Source: an optimization exercise on an open RTL-to-GDS flow (aim: small area). Production flows keep margins and buffers that such runs may drop. Only simulation tests tie the RTL to the original design; equivalence was not proved. The clock port is modelled as an ideal driver; clocking choices that lean on that would not hold on a real chip. Power and IR drop assume default switching activity.

File: flow/flow/run.sh
#!/bin/bash
# The standard layout (standard.sh, unchanged synthesis and steps) with
# two settings passed to ORFS through its own variables:
#  * ports are buffered with buf_1 instead of the default port buffer;
set -euo pipefail
export BUFFER_PORTS_ARGS="-buffer_cell sky130_fd_sc_hd__buf_1"
export CTS_ARGS="-sink_clustering_enable -repair_clock_nets -dont_use_dummy_load -buf_list sky130_fd_sc_hd__clkbuf_16 -sink_clustering_size 36 -sink_clustering_max_diameter 40"
bash standard.sh > standard.log 2>&1
File: flow/standard.sh
#!/bin/bash
# synth_recipe.tcl (not shown) runs the flow's synth.tcl, then flattens the netlist and writes it again
# the make line also repeats each setting of config.mk as NAME=value (left out here)
make -C /OpenROAD-flow-scripts/flow DESIGN_CONFIG=/design/flow/config.mk WORK_HOME=/design/flow/orfs CLKGATE_MAP_FILE= SYNTH_SCRIPT=/design/flow/synth_recipe.tcl "${@:-finish}"
File: flow/config.mk
export PLATFORM = sky130hd
export DESIGN_NAME = k7ce
export DESIGN_NICKNAME = k7ce
export VERILOG_FILES = /design/flow/design.v
export SDC_FILE = /design/flow/constraint.sdc
export NUM_CORES = 4
export LEC_CHECK = 0
export CAP_MARGIN = 20
export CORE_MARGIN = 2
export CORE_UTILIZATION = 70
export PLACE_DENSITY = 0.8
export SLEW_MARGIN = 20
File: flow/constraint.sdc
create_clock -name core_clock -period 8.0 [get_ports {clk}]
set_input_delay 1.6000 -clock core_clock [delete_from_list [all_inputs] [get_ports {clk}]]
set_output_delay 1.6000 -clock core_clock [all_outputs]
set_load 0.01 [all_outputs]
File: flow/design.v
module k7ce (
    input  wire        clk,
    input  wire        rst,         
    input  wire        cmd_valid,
    output wire        cmd_ready,
    input  wire [15:0] cmd_word,
    output reg         out_valid,
    input  wire        out_ready,
    output reg  [7:0]  out_byte,
    output wire [1:0]  st,
    output wire [7:0]  err,
    output wire        fault
);
    localparam [1:0] S_IDLE  = 2'd0,
                     S_RUN   = 2'd1,
                     S_FAULT = 2'd2;
    reg [1:0] state;
    reg       e_ill;        
    reg       e_proto;      
    reg       mode;         
    reg [4:0] sm1;          
    reg       shbad;        
    reg [7:0] lfsr;         
    reg [7:0] taps;
    reg       tapbad;
    reg       full;         
    reg       keyovf;
    reg       keybad;
    reg [7:0] r;            
    reg [7:0] d;            
    reg       pend;         
    reg [1:0] cy;           
    reg [1279:0] ring;      
    wire       is_fault = (state == S_FAULT);
    wire       is_idle  = (state == S_IDLE);
    wire       is_run   = (state == S_RUN);
    wire [5:0] vflags = {tapbad, (lfsr == 8'd0), shbad, keyovf, keybad,
                         (r == 8'd1) & ~full};
    assign st    = state;
    assign fault = is_fault;
    assign err   = {e_ill, e_proto, (is_fault & ~e_ill & ~e_proto) ? vflags : 6'd0};
    wire [7:0] op  = cmd_word[15:8];
    wire [7:0] arg = cmd_word[7:0];
    wire is_keypush  = (op == 8'h01);
    wire is_setshift = (op == 8'h02);
    wire is_setseed  = (op == 8'h03);
    wire is_tapadd   = (op == 8'h04);
    wire is_start    = (cmd_word[15:9] == 7'b0000100) & (arg == 8'h00);
    wire is_data     = (op == 8'h0A);
    wire is_end      = (cmd_word == 16'h0B00);
    wire is_rst      = (cmd_word == 16'h0F00);
    wire is_param = is_keypush | is_setshift | is_setseed | is_tapadd;
    wire legal    = is_param | is_start | is_data | is_end | is_rst;
    wire [4:0] kc      = ring[1279:1275];    
    wire       at_slot = (d == 8'd0);
    wire       at_mark = at_slot & (kc == 5'd0);
    wire idle_wait = is_idle & (is_keypush | is_start) & ~full & ~at_slot;
    wire data_wait = is_run & is_data & (~at_slot | at_mark);
    assign cmd_ready = ~out_valid & ~pend & ~idle_wait & ~data_wait;
    wire take = cmd_valid & cmd_ready;
    wire alpha = (arg[7:6] == 2'b01) & (arg[4:0] != 5'd0) & (arg[4:0] <= 5'd26);
    wire [7:0] ks = {lfsr[0], lfsr[1], lfsr[2], lfsr[3],
                     lfsr[4], lfsr[5], lfsr[6], lfsr[7]};
    wire       fb = ^(taps & ks);       
    wire [7:0] lfsr_step = {fb, lfsr[7:1]};
    wire [2:0] j    = d[2:0];
    wire       arith = pend & ~d[3];
    wire       ksj  = ks[j];
    wire       kcj  = (j == 3'd0) ? ring[0]  :
                      (j == 3'd1) ? ring[6]  :
                      (j == 3'd2) ? ring[12] :
                      (j == 3'd3) ? ring[18] :
                      (j == 3'd4) ? ring[24] : 1'b0;
    wire       smj  = (j[2] & (j[1] | j[0])) ? 1'b0 : sm1[j];
    wire       pj   = out_byte[0] ^ (mode & ~ksj);
    wire [1:0] s1   = {1'b0, kcj} + {1'b0, smj} + {1'b0, cy[0]};
    wire [1:0] s2   = {1'b0, pj} + {1'b0, s1[0]} + {1'b0, cy[1]};
    wire       yj   = s2[0] ^ (mode | ksj);
    task clear_regs;
        begin
            state   <= S_IDLE;
            e_ill   <= 1'b0;
            e_proto <= 1'b0;
            shbad   <= 1'b1;
            lfsr    <= 8'h00;
            taps    <= 8'h00;
            tapbad  <= 1'b0;
            full    <= 1'b0;
            keyovf  <= 1'b0;
            keybad  <= 1'b0;
            r       <= 8'd1;
            d       <= 8'd0;
            pend    <= 1'b0;
        end
    endtask
    always @(posedge clk) begin
        if (rst) begin
            clear_regs;
            out_valid <= 1'b0;
        end else begin
            d <= d + 8'd1;
            if (out_valid && out_ready)
                out_valid <= 1'b0;
            if (arith) begin
                out_byte <= {yj, out_byte[7:1]};
                cy       <= {s2[1], s1[1]};
                if (j == 3'd7)
                    out_valid <= 1'b1;
            end
            if (pend & d[3]) begin
                lfsr <= lfsr_step;
                if (j == 3'd7)
                    pend <= 1'b0;
            end
            if (is_run && at_mark)
                d <= r;
            if (take) begin
                if (is_rst) begin
                    clear_regs;
                end else if (is_fault) begin
                end else if (!legal) begin
                    state <= S_FAULT;
                    e_ill <= 1'b1;
                end else if (is_idle) begin
                    if (is_keypush) begin
                        if (!full) begin
                            r <= r + 8'd17;
                            d <= 8'd240;
                            if (r == 8'd240)
                                full <= 1'b1;
                            if (!alpha)
                                keybad <= 1'b1;
                        end else begin
                            keyovf <= 1'b1;
                        end
                    end else if (is_setshift) begin
                        sm1   <= arg[4:0] - 5'd1;
                        shbad <= (arg[7:5] != 3'd0) | (arg[4:0] == 5'd0) | (arg[4:0] > 5'd25);
                    end else if (is_setseed) begin
                        lfsr <= arg;
                    end else if (is_tapadd) begin
                        if (arg[7:3] == 5'd0)
                            taps[arg[2:0]] <= 1'b1;
                        else
                            tapbad <= 1'b1;
                    end else if (is_start) begin
                        mode <= cmd_word[8];
                        if (vflags != 6'd0) begin
                            state <= S_FAULT;
                        end else begin
                            state <= S_RUN;
                            if (!full)
                                d <= r;
                        end
                    end else begin
                        state   <= S_FAULT;
                        e_proto <= 1'b1;
                    end
                end else begin
                    if (is_data) begin
                        out_byte  <= arg;
                        cy        <= 2'b00;
                        d         <= 8'd240;
                        pend      <= 1'b1;
                    end else if (is_end) begin
                        clear_regs;
                    end else begin
                        state   <= S_FAULT;
                        e_proto <= 1'b1;
                    end
                end
            end
        end
    end
    wire wr_key  = take & is_idle & is_keypush & ~full;
    wire wr_mark = take & is_idle & is_start & ~full;
    always @(posedge clk)
        ring <= {ring[1274:0], wr_key ? arg[4:0] : (kc & {5{~wr_mark}})};
endmodule
==> summary.md, run 1 <==
| Metric | Value |
|---|---|
| Outcome | complete, no violations |
| Setup slack, reg-to-reg | 3.90 ns |
| Initial antenna violation count | 1 |
| Layout area overhead | 10.5% |
| Antenna Cells | 0 |
| Leakage | roughly 13 nW |
| Clock transition at path regs | 0.12 ns |
| Dominant cell type by area after synthesis | dfxtp_1 |
| Fin area | between 30000 and 40000 um2 |
| Pre-antenna DRT Iters | 6 |
| IR drop worst, VDD | around 0.00018 V |
| Setup TNS Final | 0 ns |
| Post-CTS Resized | 0 |
| Die Ht | approximately 210 um |
| Wirelength, routed | 55300 um |
| PwrDens | about 340 nW/um2 |
| Final core utilization | 78.4% |
| Worst Hold Class | reg2reg |
| Top cell type's share of synthesized area | 89.2% |
| Area contributors post-synth | dfxtp_1 (89%), edfxtp_1 (1.6%), nor2_1 (0.78%), mux2i_1 (0.64%), ha_1 (0.63%) |
| Nets@finish | between 1500 and 2000 |
| FILL cells | just over 2000 |
| Total track usage | around a quarter |
| Sequential cell area fraction in the yosys report | between 90% and 100% |
| Die footprint | 44100 um2 |
| Worst Path Max Fanout | 11 |
| Vias per cell | ~5.2 |
| Via count | approximately 13000 |
| Initial Util | between 70% and 80% |
| # hold bufs at CTS | 0 |
| Vias in the first global route | approximately 14000 |
| Main flop type after synthesis | dfxtp_1 |
| Placed Area | approximately 30000 um2 |
| CTS tree | done |
| # IOs | 41 |
| Max_cap viols | 0 |
| Max Clock Freq | 178 MHz |
| Sequential share of power | slightly above 60% |
| Num CTS Buffers | 96 |
| Postcts setup bufs | 0 |
| Pre-CTS setup slack | ~2.4 ns |
| Final Slew Violations | 0 |
| Fraction of registers with async set/reset | 0% |
| Sw Pwr | between 2 and 2.5 mW |
| HPWL Detailed | approximately 24000 um |
| Remaining antenna violation count | 0 |
| Rel. slew slack | roughly 25% |
| Tcrit/Tclk final | between 70% and 80% |
| Post-synthesis instance area | roughly 30000 um2 |
| Gpl congestion | 0.809 |
| Global-route wire length before repair | 85900 um |
| Worst EP required | roughly 6.4 ns |
| Post-synth cell types | just under 70 |
| Core Area | approximately 42000 um2 |
| Worst-skew pair later-pin latency | 0.64 ns |
| Total gr overflow | 0 |
| Gate Count Post-Synth | roughly 1800 |
| DRC viols | 0 |
| Fin Clk Skew | 0.0906 ns |
| IO Port Bufs | 40 |
| RSZ-0062 raised after global routing | false |
| Syn nets | ~1800 |
| Worst path arrival time | between 4 and 5 ns |
| DRT iter0 DRCs | around 1200 |
| DR WL/cell | between 20 and 25 um |
| CP endpoint kind | output port |
| WS Path Type | in2out |
| Die width | roughly 210 um |
| Hold Fails Final Rpt | 0 |
| Number of synthesized flops with an enable pin | 16 |
| Worst Slack Setup Final | approximately 2.4 ns |
| Worst Setup Start Kind | primary input |
| Switch share | 20.1% |
| Total power | 11.0 mW |
| Logic gate share of total power | less than 1% |
| Worst Max-Slew Pin Slew | about 1.1 ns |
| Worst-case clock buffer depth | 3 |
| Share of layout cells above drive strength 1 | ~6.4% |
| Largest net degree at the start of global routing | 36 |
| Clock network fraction of design power | between 30% and 40% |
| H-tree levels | 3 |
| Std cell rows | 75 |
| Post-synthesis area per instance | 16.8 um2 |
| Seq cells post-synth | approximately 1300 |
| Clk root buf | clkbuf_16 |
| Num Clock Sinks | approximately 1300 |
| Crit path time final | approximately 5.6 ns |
| Ys Warns | 1 |
| Final setup fails | 0 |
| Cell Int Power | 8.83 mW |
critical path, cell delays in order:
cell and delay, ns:
buf_1 0.27, inv_1 0.22, ha_1 0.32, nor4b_4 0.43, nand3_1 0.30, a2111o_1 0.52
and3_1 0.21, buf_1 0.13
state kept, by name, indices dropped and copies added (netlist names), 2 cells and up:
register	cells
sm1	5
cy	2
ring	1280
lfsr	8
out_byte	8
state	2
r	8
d	8
taps	8
cells in the mapped netlist, drive strengths merged (2+ instances only):
master      n
nor3       17
nand2      45
nor4       12
clkbuf     18
a41oi       2
o22ai       2
a211oi     14
mux4        3
nor2       63
o21bai      2
or3         5
a32o        2
a22o        5
nor2b       3
o311a       2
a21oi      32
a31oi      11
nor4b       3
nand4       4
and3       13
or2         3
xnor2      10
nand3      18
fa          2
a2bb2oi     2
nand2b      8
inv        17
o21ai      25
ha         15
xor2       10
dfxtp    1323
buf         9
edfxtp     16
and2        6
mux2i      19
a311oi      3
nor3b       4
placed cells by master, fill, tap and decap left out, types with 4 or more instances in the layout:
cell	instances
o21ai_0	24
dfxtp_1	1323
and3_1	12
a211oi_1	14
xnor2_1	10
mux2i_1	19
nor2_1	62
nand2b_1	8
a31oi_1	11
nor3_1	17
edfxtp_1	16
nor3b_1	4
or3_1	5
nor4_1	10
clkbuf_16	96
nand2_1	44
inv_1	17
and2_1	5
buf_1	40
a21oi_1	30
xor2_1	10
nand3_1	17
ha_1	15
a22o_1	5
path summary, 6_finish.rpt:
kind / start / endpoint / cells after the start
min: ring[908] / ring[913] / 0
max: cmd_word[0] / cmd_ready / 8
max reg2reg: d[0] / out_byte[7] / 12
min reg2reg: ring[908] / ring[913] / 0
cells by family (layout without fill, tap and decap cells):
family	Yosys count	count (layout)	share of synthesized area (%)
AO/OA/AOI/OAI	115	115	2.62
XOR/XNOR	20	20	0.590
adder cells (fa/ha/maj)	17	17	0.767
buffers and inverters	44	155	0.620
flip-flops	1339	1339	90.9
multiplexers	23	23	0.906
AND/OR/NAND/NOR	208	208	3.63
metal layers:
| metal | GRT usage [%] | vias to the layer above | wire length (um) |
|---|---|---|---|
| met3 | 4.98 | 134 | 2940 |
| met4 | 9.17 | 2 | 1560 |
| met2 | 43.3 | 518 | 27000 |
| met1 | 34.7 | 6082 | 23800 |
| li1 | - | 5862 | - |
| met5 | 0 | - | 13 |
per-stage QoR:
stage,cells,hold slack [ns]
2_1_floorplan,1766,0.310
3_3_place_gp,2320,0.311
3_5_place_dp,2320,0.312
4_1_cts,2416,0.256
5_1_grt,2416,0.266
6_report,2416,0.258
power groups by stage:
stage | Sequential, mW | Combinational [mW] | Clock (mW)
5_1_grt | 6.69 | 0.106 | 4.54
4_1_cts | 6.69 | 0.0980 | 4.31
3_3_place_gp | 6.84 | 0.0864 | 0
3_5_place_dp | 6.84 | 0.0886 | 0
6_report | 6.69 | 0.101 | 4.25
2_1_floorplan | 6.84 | 0.0597 | 0
area by class of cell:
cell class / instances / area, um2 / share of cell area, %
Clock buffer: 96 / 2400 / 7.32
Inverter: 17 / 63.8 / 0.195
Multi-Input combinational cell: 383 / 2530 / 7.73
Sequential cell: 1339 / 27000 / 82.2
Tap cell: 539 / 674 / 2.06
Timing Repair Buffer: 42 / 165 / 0.503
==> inputs of run 2 (changes only) <==
--- a/flow/design.v
+++ b/flow/design.v
@@ -18,21 +18,21 @@
     reg       e_ill;        
     reg       e_proto;      
-    reg       mode;         
     reg [4:0] sm1;          
     reg       shbad;        
     reg [7:0] lfsr;         
     reg [7:0] taps;
-    reg       tapbad;
+    reg       tapbad;       
     reg       full;         
-    reg       keyovf;
-    reg       keybad;
+    reg       keyovf;       
+    reg       keybad;       
     reg [7:0] r;            
     reg [7:0] d;            
-    reg       pend;         
-    reg [1:0] cy;           
     reg [1279:0] ring;      
     wire       is_fault = (state == S_FAULT);
     wire       is_idle  = (state == S_IDLE);
     wire       is_run   = (state == S_RUN);
+    wire       mode     = shbad;
+    wire       pend     = is_run & keybad;   
+    wire [1:0] cy       = {tapbad, keyovf};
     wire [5:0] vflags = {tapbad, (lfsr == 8'd0), shbad, keyovf, keybad,
                          (r == 8'd1) & ~full};
@@ -91,5 +91,4 @@
             r       <= 8'd1;
             d       <= 8'd0;
-            pend    <= 1'b0;
         end
     endtask
@@ -104,5 +103,6 @@
             if (arith) begin
                 out_byte <= {yj, out_byte[7:1]};
-                cy       <= {s2[1], s1[1]};
+                tapbad   <= s2[1];
+                keyovf   <= s1[1];
                 if (j == 3'd7)
                     out_valid <= 1'b1;
@@ -111,5 +111,5 @@
                 lfsr <= lfsr_step;
                 if (j == 3'd7)
-                    pend <= 1'b0;
+                    keybad <= 1'b0;
             end
             if (is_run && at_mark)
@@ -145,9 +145,9 @@
                             tapbad <= 1'b1;
                     end else if (is_start) begin
-                        mode <= cmd_word[8];
                         if (vflags != 6'd0) begin
                             state <= S_FAULT;
                         end else begin
                             state <= S_RUN;
+                            shbad <= cmd_word[8];
                             if (!full)
                                 d <= r;
@@ -160,7 +160,8 @@
                     if (is_data) begin
                         out_byte  <= arg;
-                        cy        <= 2'b00;
+                        tapbad    <= 1'b0;
+                        keyovf    <= 1'b0;
                         d         <= 8'd240;
-                        pend      <= 1'b1;
+                        keybad    <= 1'b1;
                     end else if (is_end) begin
                         clear_regs;
==> flow/flow/run.sh (replaced) <==
#!/bin/bash
# The standard layout (standard.sh: unchanged synthesis and steps) with
# settings passed to ORFS through its own variables:
#  * ports are buffered with buf_1 instead of the default port buffer;
set -uo pipefail
W=$(pwd)
export BUFFER_PORTS_ARGS="-buffer_cell sky130_fd_sc_hd__buf_1"
export POST_CTS_TCL="$W/flow/post_cts.tcl"
BASE="-sink_clustering_enable -repair_clock_nets -dont_use_dummy_load"
RES="$W/orfs/results/${FLOW_PLATFORM}/k7ce/base"
LIB="$FLOW_HOME/platforms/${FLOW_PLATFORM}/lib/sky130_fd_sc_hd__tt_025C_1v80.lib"
LIMIT=0.121
CONFIGS=(
  "0.112|-buf_list sky130_fd_sc_hd__clkbuf_8 -sink_clustering_size 20 -sink_clustering_max_diameter 60"
  "0.100|-buf_list sky130_fd_sc_hd__clkbuf_8 -sink_clustering_size 20 -sink_clustering_max_diameter 60"
  "0.100|-buf_list sky130_fd_sc_hd__clkbuf_16 -sink_clustering_size 36 -sink_clustering_max_diameter 40"
)
n=0
for cfg in "${CONFIGS[@]}"; do
  n=$((n + 1))
  export CLK_SLEW_TARGET="${cfg%%|*}"
  export CTS_ARGS="$BASE ${cfg#*|}"
  rm -rf "$W/orfs" "$W/out/final.def"
  echo "attempt $n: CLK_SLEW_TARGET=$CLK_SLEW_TARGET CTS_ARGS=$CTS_ARGS"
  if ! bash standard.sh > "attempt_$n.log" 2>&1; then
    echo "attempt $n: flow failed"
    continue
  fi
  RES="$RES" LIB="$LIB" openroad -no_init -exit flow/slew.tcl > "slew_$n.log" 2>&1
  s=$(awk '/^CLKSLEW/ {print $2}' "slew_$n.log")
  echo "attempt $n: clock-pin slew $s"
  if [[ -n "$s" ]] && awk -v s="$s" -v l="$LIMIT" 'BEGIN {exit !(s <= l)}'; then
    exit 0
  fi
done
echo "no attempt met the clock-pin slew target; keeping the last"
[[ -f "$W/out/final.def" ]]
==> flow/flow/post_cts.tcl (new file) <==
# After CTS: upsize the clock buffers that drive flip-flop clock pins whose
# slew, estimated from the placement, is over CLK_SLEW_TARGET (ns).
estimate_parasitics -placement
set limit $::env(CLK_SLEW_TARGET)
set bigger {sky130_fd_sc_hd__clkbuf_4 sky130_fd_sc_hd__clkbuf_8 sky130_fd_sc_hd__clkbuf_8 sky130_fd_sc_hd__clkbuf_16}
set up [dict create]
set worst 0
foreach pin [all_registers -clock_pins -edge_triggered] {
  set s 0
  foreach e {rise fall} {
    foreach m {min max} {
      set v [get_property $pin slew_${m}_${e}]
      if {$v > $s} { set s $v }
    }
  }
  if {$s > $worst} { set worst $s }
  if {$s > $limit} {
    foreach d [get_pins -of_objects [get_nets -of_objects $pin] -filter "direction==output"] {
      dict set up [get_full_name [get_cells -of_objects $d]] 1
    }
  }
}
puts "post_cts: worst estimated clock-pin slew $worst, [dict size $up] drivers over $limit"
set n 0
foreach c [dict keys $up] {
  set ref [get_property [get_cells $c] ref_name]
  if {[dict exists $bigger $ref]} {
    replace_cell [get_cells $c] [dict get $bigger $ref]
    incr n
  }
}
puts "post_cts: upsized $n clock buffers"
if {$n > 0} {
  detailed_placement
  check_placement -verbose
  estimate_parasitics -placement
}
==> flow/flow/slew.tcl (new file) <==
# Largest flip-flop clock-pin slew (ns) of the finished layout, from the
# parasitics ORFS extracted; printed as "CLKSLEW <value>".
read_db $::env(RES)/6_final.odb
read_liberty $::env(LIB)
read_sdc $::env(FLOW_SDC)
read_spef $::env(RES)/6_final.spef
set_propagated_clock [all_clocks]
set w 0
foreach pin [all_registers -clock_pins -edge_triggered] {
  foreach e {rise fall} {
    foreach m {min max} {
      set s [get_property $pin slew_${m}_${e}]
      if {$s > $w} { set w $s }
    }
  }
}
puts "CLKSLEW $w"
==> run 2 against run 1 <==
Non-clock buffer count up 2. Clock skew down 0.024 ns. Maximum frequency up 5.7%. Highest routed layer is now met4. Worst hold slack better by 0.044 ns. Total power down 15%. Clock-buffer cell count down 18. Critical path type unchanged. Via count down 7.5%. Synthesized area down 0.17%. Routed wire length down 29%. Critical path depth unchanged. Global-route usage down 7.4 points. Setup slack better by 0.30 ns.
==> summary.md, run 2 <==
| Metric | Value |
|---|---|
| Outcome | complete, no violations |
| Post-synth cell types | 68 (unchanged) |
| Area contributors post-synth | dfxtp_1 (89%), edfxtp_1 (1.3%), nor2_1 (0.80%), a21oi_1 (0.71%), mux2i_1 (0.71%) |
| Num Clock Sinks | 1335 (-0.30%) |
| Logic gate share of total power | 0.9% (about the same) |
| Global-route wire length before repair | 64200 um (-25%) |
| Die width | 210 um (about the same) |
| Rel. slew slack | 27.7% (+2.3 points) |
| DR WL/cell | 16.5 um (-28%) |
| Final Slew Violations | 0 (unchanged) |
| Total power | 9.43 mW (-15%) |
| Sequential share of power | 70.7% (+10 points) |
| Initial Util | 70.8% (-0.12 points) |
| Sw Pwr | 1.82 mW (-18%) |
| Cell Int Power | 7.61 mW (-14%) |
| Gate Count Post-Synth | 1765 (-0.057%) |
| Die Ht | 210 um (about the same) |
| Leakage | 12.4 nW (-5.3%) |
| RSZ-0062 raised after global routing | false |
| CP endpoint kind | output port |
| # IOs | 41 (unchanged) |
| Vias in the first global route | 11800 (-14%) |
| PwrDens | 300 nW/um2 (-11%) |
| Via count | 11600 (-7.5%) |
| Seq cells post-synth | 1335 (-0.30%) |
| Max Clock Freq | 188 MHz (+5.7%) |
| Commonest non-fill, non-tap cell in the layout | dfxtp_1 |
| Worst-skew pair later-pin latency | 0.65 ns (about the same) |
| DRT iter0 DRCs | 748 (-36%) |
| Number of flip-flops in the largest register | 1280 (unchanged) |
| IO Port Bufs | 40 (unchanged) |
| Initial antenna violation count | 2 (+1) |
| Post-synth top cells | dfxtp_1 (1322), nor2_1 (63), a21oi_1 (42) |
| Std cell rows | 75 (unchanged) |
| Core Area | 41900 um2 (unchanged) |
| Clock transition at path regs | 0.11 ns (about the same) |
| Pre-antenna DRT Iters | 5 (-1) |
| Antenna Cells | 0 (unchanged) |
| Max_cap viols | 0 (unchanged) |
| Top cell type's share of synthesized area | 89.3% (about the same) |
| Post-synthesis area per instance | 16.8 um2 (-0.12%) |
| DRC viols | 0 (unchanged) |
| Largest reg by FF count | ring |
| Layout area overhead | 6.15% |
| Top cell by count, worst path | buf_1 |
| Vias per cell | 4.86 (-6.8%) |
| Main flop type after synthesis | dfxtp_1 |
| Most frequent cells in the layout | dfxtp_1 (1322), clkbuf_8 (74), nor2_1 (63) |
| FF-to-FF path depth | 9 (-3) |
| Worst Path Max Fanout | 9 (-2) |
| WHS Path Cells | 0 (unchanged) |
| Dominant cell type by area after synthesis | dfxtp_1 |
| Area of the multi-input gates | 2540 um2 (about the same) |
| HPWL Detailed | 23200 um (-5.0%) |
| Storage element area | 26900 um2 (-0.41%) |
| CP Buf/Inv Count | 3 (unchanged) |
| Tcrit/Tclk final | 66.4% (-3.8 points) |
| Most frequent cell after synthesis | dfxtp_1 |
| Family with the most delay on the worst path | simple AND/OR/NAND/NOR gates |
| IR drop worst, VDD | 0.000168 V (-9.2%) |
| Switch share | 19.3% (-0.78 points) |
| Setup slack, reg-to-reg | 3.73 ns (-0.17 ns) |
| Total gr overflow | 0 (unchanged) |
| RR Endpoint | shbad |
| Worst path arrival time | 3.71 ns (-0.30 ns) |
| Final core utilization | 75.1% (-3.2 points) |
| Final setup fails | 0 (unchanged) |
| Remaining antenna violation count | 0 (unchanged) |
| Crit path time final | 5.31 ns (-0.305 ns) |
| Fraction of registers with async set/reset | 0% (unchanged) |
| HP Start | ring[1237] |
| Nets@finish | 1895 (-1.1%) |
| Fin Clk Skew | 0.0669 ns (-0.0236 ns) |
| Largest net degree at the start of global routing | 23 (-36%) |
| Die footprint | 44000 um2 (-0.17%) |
| Number of synthesized flops with an enable pin | 13 (-3) |
| Total track usage | 18.7% (-7.4 points) |
| Wirelength, routed | 39500 um (-29%) |
| Hold EP | ring[1242] |
| CTS tree | done |
| Worst Hold Class | reg2reg |
| Sequential cell area fraction in the yosys report | 90.6% (-0.21 points) |
| Worst EP required | 6.40 ns (about the same) |
| Setup TNS Final | 0 ns (unchanged) |
| Worst reg2reg startpoint | d[0] |
| Share of layout cells above drive strength 1 | 5.76% (-0.63 points) |
| Slowest CP cell | or4b_1 |
| Worst Max-Slew Pin Slew | 1.08 ns (-0.0319 ns) |
| Ys Warns | 1 (unchanged) |
| Largest stage delay, worst path | 0.67 ns (+0.15 ns) |
| Post-synthesis instance area | 29600 um2 (-0.17%) |
| Worst Setup Start Kind | primary input |
| Crit path cell chain | buf_1 -> inv_1 -> ha_1 -> or4b_1 -> o22ai_2 -> nand4_1 -> and3_1 -> buf_1 |
| WS Path Type | in2out |
| Gpl congestion | 0.880 (+8.8%) |
| Clock network fraction of design power | 28.4% (-10 points) |
| Hold Fails Final Rpt | 0 (unchanged) |
| FILL cells | 2319 (+12%) |
| Syn nets | 1800 (-0.17%) |
-- run 2: changes by cell type in the layout (fill, tap and decap cells not counted), moves of 7 or more --
cell,change
clkbuf_8,+74
a21oi_1,+12
a211oi_1,-13
a211oi_2,+8
clkbuf_16,-92
nand2_1,-7
o21ai_0,-10
-- run 2: cell families after synthesis --
kind of cell             Yosys count  share of synthesized area (%)
AO/OA/AOI/OAI                    123                           2.89
XOR/XNOR                          16                          0.473
adder cells (fa/ha/maj)           15                          0.684
buffers and inverters             51                          0.807
flip-flops                      1335                           90.6
multiplexers                      24                          0.938
AND/OR/NAND/NOR                  201                           3.56
-- run 2: metal layers --
| metal | GRT usage, % | part of all wire, % |
|---|---|---|
| met5 | 0 | 0 |
| met4 | 7.31 | 2.6 |
| met3 | 3.59 | 5.0 |
| met2 | 27.3 | 42 |
| met1 | 27.9 | 50 |
-- run 2: worst max path at each step --
stage / startpoint / to / slack (ns) / cells after the start
after global routing: cmd_word[1] / cmd_ready / 2.54 / 8
after detailed placement: cmd_word[0] / shbad / 2.54 / 10
after floorplan: cmd_word[1] / cmd_ready / 3.39 / 7
final: cmd_word[1] / cmd_ready / 2.69 / 8
after global placement: cmd_word[0] / shbad / 2.66 / 10
-- run 2: worst register-to-register path, delay by kind of cell (launching register included) --
kind / cells / cell delay [ns]
AOI/OAI and AO/OA: 3 / 1.64
adders and majority gates: 1 / 0.33
and+or+nand+nor: 3 / 1.24
muxes: 1 / 0.18
DFF: 1 / 0.52
buffers and inverters: 1 / 0.22
-- run 2: through the flow --
step                      hold slack, ns  setup slack (ns)  cells  instance area [um2]
after global routing               0.300              2.54   2397                31400
after detailed placement           0.312              2.54   2319                30300
after floorplan                    0.310              3.39   1765                29600
final                              0.302              2.69   2397                31400
after global placement             0.311              2.66   2319                30300
-- run 2: layout make-up --
class	instances	share of cell area, %
clock buffers	78	3.56
inverters	22	0.263
multi-input cells	379	8.07
flip-flops and latches	1335	85.4
well taps	539	2.14
repair buffers	44	0.573
-- run 2: power by group through the flow --
stage          Combinational, mW  Sequential [mW]  Clock (mW)
2_1_floorplan             0.0549             6.82           0
3_3_place_gp              0.0803             6.82           0
3_5_place_dp              0.0821             6.82           0
5_1_grt                   0.0917             6.67        2.97
6_report                  0.0841             6.67        2.68
==> inputs of run 3 (changes only) <==
--- a/flow/design.v
+++ b/flow/design.v
@@ -18,5 +18,5 @@
     reg       e_ill;        
     reg       e_proto;      
-    reg [4:0] sm1;          
+    reg [4:0] sh;           
     reg       shbad;        
     reg [7:0] lfsr;         
@@ -38,5 +38,5 @@
                          (r == 8'd1) & ~full};
     assign st    = state;
-    assign fault = is_fault;
+    assign fault = state[1];    
     assign err   = {e_ill, e_proto, (is_fault & ~e_ill & ~e_proto) ? vflags : 6'd0};
     wire [7:0] op  = cmd_word[15:8];
@@ -72,9 +72,9 @@
                       (j == 3'd3) ? ring[18] :
                       (j == 3'd4) ? ring[24] : 1'b0;
-    wire       smj  = (j[2] & (j[1] | j[0])) ? 1'b0 : sm1[j];
+    wire       shj  = (j[2] & (j[1] | j[0])) ? 1'b0 : sh[j];
     wire       pj   = out_byte[0] ^ (mode & ~ksj);
-    wire [1:0] s1   = {1'b0, kcj} + {1'b0, smj} + {1'b0, cy[0]};
-    wire [1:0] s2   = {1'b0, pj} + {1'b0, s1[0]} + {1'b0, cy[1]};
-    wire       yj   = s2[0] ^ (mode | ksj);
+    wire [1:0] s1   = {1'b0, kcj} + {1'b0, shj} + {1'b0, cy[0]};
+    wire [1:0] s2   = {1'b0, pj | s1[0]} + {1'b0, s1[1]} + {1'b0, cy[1]};
+    wire       yj   = ~(pj ^ s1[0]) ^ (mode | ksj);
     task clear_regs;
         begin
@@ -104,5 +104,5 @@
                 out_byte <= {yj, out_byte[7:1]};
                 tapbad   <= s2[1];
-                keyovf   <= s1[1];
+                keyovf   <= s2[0];
                 if (j == 3'd7)
                     out_valid <= 1'b1;
@@ -135,5 +135,5 @@
                         end
                     end else if (is_setshift) begin
-                        sm1   <= arg[4:0] - 5'd1;
+                        sh    <= arg[4:0];
                         shbad <= (arg[7:5] != 3'd0) | (arg[4:0] == 5'd0) | (arg[4:0] > 5'd25);
                     end else if (is_setseed) begin
==> run 3 against run 2 <==
Design area grew 2.2%. Global-route usage grew 5.7 points. Sequential power is essentially flat. First-iteration DRC count grew 9.4%. Maximum frequency shrank 4.7%. Routed wire length grew 31%. Setup slack lost 0.26 ns. Register-to-register slack lost 0.27 ns. Clock-buffer cell count grew 1. Still clean. Critical endpoint unchanged.
==> summary.md, run 3 <==
| Metric | Value |
|---|---|
| Outcome | complete, no violations |
| Post-route insts no fill | 2393 (-0.17%) |
| Seq cells post-synth | 1335 (unchanged) |
| Commonest non-fill, non-tap cell in the layout | dfxtp_1 |
| Top cell by count, worst path | buf_1 |
| Post-synthesis area per instance | 16.8 um2 (+0.34%) |
| Sequential cell area fraction in the yosys report | 90.7% (about the same) |
| Cell Int Power | 8.27 mW (+8.7%) |
| WS Path Type | in2out |
| Gpl congestion | 0.838 (-4.8%) |
| Worst EP required | 6.40 ns (about the same) |
| Main flop type after synthesis | dfxtp_1 |
| Layout area overhead | 8.50% |
| FILL cells | 2174 (-6.3%) |
| Worst-skew pair later-pin latency | 0.71 ns (+0.06 ns) |
| Num Clock Sinks | 1335 (unchanged) |
| Post-synthesis compound-gate area fraction | 2.72% (-0.18 points) |
| Std cell rows | 75 (unchanged) |
| Largest family of logic cells by synthesized area | simple AND/OR/NAND/NOR gates |
| Adder-Cell Fraction of Synth Area | 0.727% (+0.043 points) |
| CTS tree | done |
| Fin Clk Skew | 0.0742 ns (+0.00723 ns) |
| Clock network fraction of design power | 34.8% (+6.4 points) |
| Hold Fails Final Rpt | 0 (unchanged) |
| Max_cap viols | 0 (unchanged) |
| Die footprint | 44000 um2 (about the same) |
| HPWL Detailed | 24800 um (+7.1%) |
| Leakage | 12.7 nW (+2.4%) |
| Max Clock Freq | 180 MHz (-4.7%) |
| Syn nets | 1794 (-0.33%) |
| CP endpoint kind | output port |
| Initial Util | 70.7% (about the same) |
| Top cell type's share of synthesized area | 89.4% (about the same) |
| Vias per cell | 5.04 (+3.7%) |
| RSZ-0062 raised after global routing | false |
| Switch share | 20.1% (+0.78 points) |
| Post-synth cell types | 66 (-2.9%) |
| Clock transition at path regs | 0.08 ns (-0.03 ns) |
| Worst path arrival time | 3.97 ns (+0.26 ns) |
| Worst Path Max Fanout | 10 (+1) |
| Wirelength, routed | 51600 um (+31%) |
| Global-route wire length before repair | 80000 um (+25%) |
| Die Ht | 210 um (about the same) |
| Setup TNS Final | 0 ns (unchanged) |
| Crit path time final | 5.57 ns (+0.260 ns) |
| Ys Warns | 1 (unchanged) |
| Logic gate share of total power | 0.8% (about the same) |
| DRC viols | 0 (unchanged) |
| Sw Pwr | 2.08 mW (+14%) |
| IR drop worst, VDD | 0.000277 V (+65%) |
| Largest reg by FF count | ring |
| Total power | 10.4 mW (+9.8%) |
| Vias in the first global route | 13100 (+11%) |
| Post-synth top cells | dfxtp_1 (1322), nor2_1 (48), nand2_1 (43) |
| Xor-xnor portion of the synthesized cell area | 0.473% (about the same) |
| Die width | 210 um (about the same) |
| Total track usage | 24.4% (+5.7 points) |
| Mux cell area share after synthesis | 0.968% (+0.030 points) |
| Largest stage delay, worst path | 0.52 ns (-0.15 ns) |
| Number of flip-flops in the largest register | 1280 (unchanged) |
| Tcrit/Tclk final | 69.6% (+3.3 points) |
| Pre-CTS setup slack | 2.47 ns (-0.0703 ns) |
| Total gr overflow | 0 (unchanged) |
| Gate Count Post-Synth | 1758 (-0.40%) |
| WHS | 0.279 ns (-0.0236 ns) |
| Dominant cell type by area after synthesis | dfxtp_1 |
| Worst Hold Class | reg2reg |
| IO Port Bufs | 40 (unchanged) |
| Simple-gate share of the synthesized area | 3.76% (+0.20 points) |
| DR WL/cell | 21.6 um (+31%) |
| Number of synthesized flops with an enable pin | 13 (unchanged) |
| Share of layout cells above drive strength 1 | 5.99% (+0.23 points) |
| Antenna Cells | 0 (unchanged) |
| Final setup fails | 0 (unchanged) |
| Slowest CP cell | a32oi_1 |
| Core Area | 41900 um2 (unchanged) |
| Initial antenna violation count | 0 (-2) |
| Nets@finish | 1892 (-0.16%) |
| Via count | 12100 (+3.5%) |
| Post-synthesis instance area | 29600 um2 (about the same) |
| Placed cells | 2314 (-0.22%) |
| PwrDens | 322 nW/um2 (+7.4%) |
| Worst Slack Setup Final | 2.43 ns (-0.260 ns) |
| Area contributors post-synth | dfxtp_1 (89%), edfxtp_1 (1.3%), nor2_1 (0.61%), a21oi_1 (0.59%), ha_1 (0.59%) |
| Worst Max-Slew Pin Slew | 1.02 ns (-0.0535 ns) |
| Final Slew Violations | 0 (unchanged) |
| Largest net degree at the start of global routing | 21 (-8.7%) |
| Most frequent cell after synthesis | dfxtp_1 |
| Remaining antenna violation count | 0 (unchanged) |
| # IOs | 41 (unchanged) |
| Worst Setup Start Kind | primary input |
| Sequential share of power | 64.4% (-6.3 points) |
| Fraction of registers with async set/reset | 0% (unchanged) |
| Rel. slew slack | 31.8% (+4.1 points) |
| Most frequent cells in the layout | dfxtp_1 (1322), clkbuf_16 (65), nor2_1 (48) |
| DRT iter0 DRCs | 818 (+9.4%) |
| Crit path cell chain | buf_1 -> inv_1 -> ha_1 -> or4b_1 -> o21ai_0 -> a32oi_1 -> and3b_1 -> buf_1 |
| Pre-antenna DRT Iters | 6 (+1) |
==> run 3: final cells by class <==
type | instances | area [um2] | share of cell area, %
Sequential cell | 1335 | 26900 | 83.6
Timing Repair Buffer | 41 | 158 | 0.491
Clock buffer | 79 | 1820 | 5.66
Tap cell | 539 | 674 | 2.10
Inverter | 15 | 56.3 | 0.175
Multi-Input combinational cell | 384 | 2560 | 7.98
==> run 3: power by group through the flow <==
| stage | registers [mW] | logic (mW) | clock network [mW] |
|---|---|---|---|
| after global placement | 6.82 | 0.0822 | 0 |
| after floorplan | 6.82 | 0.0571 | 0 |
| final | 6.66 | 0.0847 | 3.61 |
| after global routing | 6.67 | 0.0935 | 3.90 |
| after detailed placement | 6.82 | 0.0829 | 0 |
==> run 3: critical path: cells and delay by family <==
family	cells	cell delay, ns
AO/OA/AOI/OAI	2	0.69
AND/OR/NAND/NOR	2	0.76
buffers and inverters	3	0.66
adder cells (fa/ha/maj)	1	0.25
==> run 3: per-stage QoR <==
| step | util [%] | area, um2 |
|---|---|---|
| 3_5_place_dp | 72.4 | 30300 |
| 5_1_grt | 76.8 | 32100 |
| 2_1_floorplan | - | 29600 |
| 3_3_place_gp | 72.4 | 30300 |
| 6_report | 76.8 | 32100 |
==> run 3: cell families after synthesis <==
kind of cell | after synthesis
AOI/OAI and AO/OA | 124
xor gates and xnor gates | 16
adders and majority gates | 16
buffers and inverters | 39
DFF | 1335
muxes | 24
and+or+nand+nor | 204
==> run 3: worst paths after layout <==
check,start,endpoint,slack (ns),cells past startpoint
max,cmd_word[0],cmd_ready,2.43,8
min,ring[256],ring[261],0.28,0
max reg2reg,d[0],out_byte[7],3.46,9
min reg2reg,ring[256],ring[261],0.28,0
==> run 3: routing by layer <==
metal,global-route usage [%],up-vias,share of wire (%)
met1,32.6,5872,44
met4,8.49,0,3.0
li1,-,5810,-
met3,3.91,101,3.7
met5,0,-,0
met2,41.0,273,50

==> port drivers added, routing unchanged <==
The results above use ideal ports. As a check the final layouts listed here were re-extracted and re-timed, cells and wires unchanged.
Step 1: set_driving_cell puts a clkbuf_16 on clk and a buf_2 on each other input, an assumption about the parent block.
Step 2 also shifts input and output timing later by t, the mid clock arrival at the registers, as if the neighbouring blocks saw the same clock.
a / b / c = ideal ports / drivers / drivers and shift; a / b = the first two.
run	shift t [ns]	setup WS [ns]	hold WS [ns]	slew at the worst register clock pin (ns)
run 1	0.667	2.387 / 2.362 / 2.362	0.258 / 0.258 / 0.258	0.12 / 0.12
run 2	0.674	2.692 / 2.672 / 2.495	0.302 / 0.302 / 0.302	0.12 / 0.12
run 3	0.729	2.432 / 2.409 / 2.409	0.279 / 0.279 / 0.279	0.10 / 0.10
After both steps every run listed still meets setup and hold. The setup slack of run 2, which loses most, moves by -0.020 ns with the drivers and by -0.197 ns with both steps.
